This design comes from an exercise in tuning for small area, a short achievable clock period and few clock cycles on the open sky130 flow, not from production work.
In this exercise RTL edits were held to simulation tests only and were not proved equivalent to the original.

willow:
Design veeprom_ctrl, start of the top module:
module veeprom_ctrl (
    input  wire         clk,
    input  wire         rst,
    input  wire         cmd_valid,
    input  wire [7:0]   cmd,
    input  wire [15:0]  addr,
    input  wire [15:0]  len,
    input  wire [423:0] wdata,
    output reg          busy,
    output reg          done,
    output wire [3:0]   status,
    output wire [423:0] rdata,
    output wire [1:0]   active_page,
    output reg          fl_req,
    output reg  [2:0]   fl_op,
    output wire [15:0]  fl_addr,
    output reg  [15:0]  fl_wdata,
    input  wire         fl_ack,
    input  wire [31:0]  fl_rdata,
    input  wire [1:0]   fl_status
);
Settings: LEC_CHECK=0, ABC_AREA=1, CAP_MARGIN=20, CORE_AREA=2 2 223 223, DIE_AREA=0 0 225 225, SLEW_MARGIN=20; clock period 10.0 ns.
standard.sh (not shown) runs the stock make flow with config.mk's settings and CLKGATE_MAP_FILE= SYNTH_SCRIPT=/design/flow/synth_recipe.tcl, a recipe that flattens the netlist after the stock synthesis.
==> flow/flow/run.sh <==
#!/bin/bash
# The standard layout (standard.sh) with these changes to how it is made:
#  - ports are buffered by sky130_fd_sc_hd__buf_1 instead of the default pick;
#  - pins may sit one routing track apart, so the die can be smaller;
#  - CTS clusters up to 40 sinks per leaf buffer and adds no dummy loads;
#  - repair_timing aims for 6.7 ns of setup slack, so the layout is sized for
#    a short achieved period (the clock and constraints stay the standard flow's).
# make's full output goes to make_finish.log in the work folder.
set -euo pipefail
export BUFFER_PORTS_ARGS="-buffer_cell sky130_fd_sc_hd__buf_1"
export PLACE_PINS_ARGS="-min_distance 1 -min_distance_in_tracks"
export CTS_ARGS="-sink_clustering_enable -repair_clock_nets -sink_clustering_size 40 -sink_clustering_max_diameter 120 -dont_use_dummy_load"
export SETUP_SLACK_MARGIN=6.7
bash standard.sh finish > make_finish.log 2>&1
The flow ended early for willow: it failed with a tool error in 5_1_grt.
Testbench counts of willow, summed over its fixed seeds: cycles 27,354.
Setup changes, willow to quartz
==> flow/flow/run.sh <==
#!/bin/bash
# The standard layout (standard.sh) with two changes to how it is made:
#  - ports are buffered by sky130_fd_sc_hd__buf_1 instead of the default pick;
#  - repair_timing aims for 6.7 ns of setup slack, so the layout is sized for
#    a short achieved period (the clock and constraints stay the standard flow's).
# make's full output goes to make_finish.log in the work folder.
set -euo pipefail
export BUFFER_PORTS_ARGS="-buffer_cell sky130_fd_sc_hd__buf_1"
export SETUP_SLACK_MARGIN=6.7
bash standard.sh finish > make_finish.log 2>&1
-- flow/config.mk --
<<< willow, line 8
export ABC_AREA = 1
export CAP_MARGIN = 20
export CORE_AREA = 2 2 223 223
export DIE_AREA = 0 0 225 225
export SLEW_MARGIN = 20
>>> quartz, line 8
export ABC_AREA = 1
export CAP_MARGIN = 20
export CORE_AREA = 2 2 272 272
export DIE_AREA = 0 0 274 274
export SLEW_MARGIN = 20
Findings:
The overall die height of quartz is higher than that of willow. Half-perimeter wire length after detailed placement (higher): quartz. quartz vs. willow: synthesized-area fraction occupied by ao, oa, aoi and oai cells held; number of instances in the placed design shows an increase of about 7%; combined area of all synthesized cells stayed essentially flat; buffers inserted during post-CTS setup optimization now smaller. quartz against willow: floorplan die width has increased; number of H-tree branching levels now larger; number of gates resized after cts now larger. quartz went all the way through synthesis, placement and routing and the layout is clean on timing, DRC and antenna.

* * *

veeprom_ctrl, a different RTL version from the one above (not shown whole).
Size in the first run: about 3,900 cells after synthesis, roughly 540 flip-flops, about 970 I/O pins.
==> flow/design.v (excerpt) <==
module veeprom_ctrl (
    input  wire         clk,
    input  wire         rst,
    input  wire         cmd_valid,
    input  wire [7:0]   cmd,
    input  wire [15:0]  addr,
    input  wire [15:0]  len,
    input  wire [423:0] wdata,
    output reg          busy,
    output reg          done,
    output wire [3:0]   status,
    output wire [423:0] rdata,
    output wire [1:0]   active_page,
    output reg          fl_req,
    output reg  [2:0]   fl_op,
    output wire [15:0]  fl_addr,
    output reg  [15:0]  fl_wdata,
    input  wire         fl_ack,
    input  wire [31:0]  fl_rdata,
    input  wire [1:0]   fl_status
);
export LEC_CHECK = 0
export ABC_AREA = 1
export CAP_MARGIN = 20
export CORE_AREA = 2 2 272 272
export DIE_AREA = 0 0 274 274
export SLEW_MARGIN = 20
create_clock -name core_clock -period 10.0 [get_ports {clk}]
==> flow/flow/run.sh <==
#!/bin/bash
# The standard layout (standard.sh) with these changes to how it is made:
#  - ports are buffered by sky130_fd_sc_hd__buf_1 instead of the default pick;
#  - CTS clusters up to 28 sinks per leaf buffer and adds no dummy loads;
#  - repair_timing aims for 6.72 ns of setup slack, so the layout is sized for
#    a short achieved period (the clock and constraints stay the standard flow's).
# make's full output goes to make_finish.log in the work folder.
set -euo pipefail
export BUFFER_PORTS_ARGS="-buffer_cell sky130_fd_sc_hd__buf_1"
export CTS_ARGS="-sink_clustering_enable -repair_clock_nets -sink_clustering_size 28 -sink_clustering_max_diameter 80 -dont_use_dummy_load"
export SETUP_SLACK_MARGIN=6.72
bash standard.sh finish > make_finish.log 2>&1
Testbench counts at the start, summed over its fixed seeds: cycles 26,920.
Next try:
==> flow/flow/run.sh (replaced) <==
#!/bin/bash
# The standard layout (standard.sh) with these changes to how it is made:
#  - ports are buffered by sky130_fd_sc_hd__buf_1 instead of the default pick;
#  - pins may sit one routing track apart, so the die can be smaller;
#  - CTS clusters up to 28 sinks per leaf buffer and adds no dummy loads;
#  - repair_timing aims for 6.6 ns of setup slack, so the layout is sized for
#    a short achieved period (the clock and constraints stay the standard flow's).
# make's full output goes to make_finish.log in the work folder.
set -euo pipefail
export BUFFER_PORTS_ARGS="-buffer_cell sky130_fd_sc_hd__buf_1"
export PLACE_PINS_ARGS="-min_distance 1 -min_distance_in_tracks"
export CTS_ARGS="-sink_clustering_enable -repair_clock_nets -sink_clustering_size 28 -sink_clustering_max_diameter 80 -dont_use_dummy_load"
export SETUP_SLACK_MARGIN=6.6
bash standard.sh finish > make_finish.log 2>&1
Settings changed: CORE_AREA 2 2 272 272 to 2 2 238 238, DIE_AREA 0 0 274 274 to 0 0 240 240.
The new run ended with an error in global routing, error GRT-0116.
Synthesized cell count is unchanged.
Area after synthesis is unchanged.
Next try:
--- a/flow/flow/run.sh
+++ b/flow/flow/run.sh
@@ -3,3 +3,2 @@
 #  - ports are buffered by sky130_fd_sc_hd__buf_1 instead of the default pick;
-#  - pins may sit one routing track apart, so the die can be smaller;
 #  - CTS clusters up to 28 sinks per leaf buffer and adds no dummy loads;
@@ -10,3 +9,2 @@
 export BUFFER_PORTS_ARGS="-buffer_cell sky130_fd_sc_hd__buf_1"
-export PLACE_PINS_ARGS="-min_distance 1 -min_distance_in_tracks"
 export CTS_ARGS="-sink_clustering_enable -repair_clock_nets -sink_clustering_size 28 -sink_clustering_max_diameter 80 -dont_use_dummy_load"
Settings changed: CORE_AREA 2 2 238 238 to 2 2 272 272, DIE_AREA 0 0 240 240 to 0 0 274 274.
The changed run passed the timing, DRC and antenna checks.
Area after synthesis is unchanged.
Synthesized cell count does not change.

## port drivers added, routing unchanged
The results above use ideal ports. As a check the final layouts listed here were re-extracted and re-timed, cells and wires unchanged.
Step 1: set_driving_cell puts a clkbuf_16 on clk and a buf_2 on each other input, an assumption about the parent block.
Step 2 also shifts input and output timing later by t, the mid clock arrival at the registers, as if the neighbouring blocks saw the same clock.
a / b / c = no drivers / after step 1 / after step 2; a / b = the first two.
run | shift t [ns] | setup WS [ns] | hold WS [ns]
quartz | 0.690 | 6.588 / 6.596 / 5.928 | 0.450 / 0.450 / 0.450
the first run of note 2 | 0.670 | 6.562 / 6.586 / 5.916 | 0.450 / 0.450 / 0.450
the third run of note 2 | 0.653 | 6.522 / 6.451 / 5.844 | 0.439 / 0.439 / 0.439
After both steps every run listed still meets setup and hold. For the third run of note 2, which loses most, drivers alone change the setup slack by -0.071 ns; drivers and shift together by -0.678 ns.
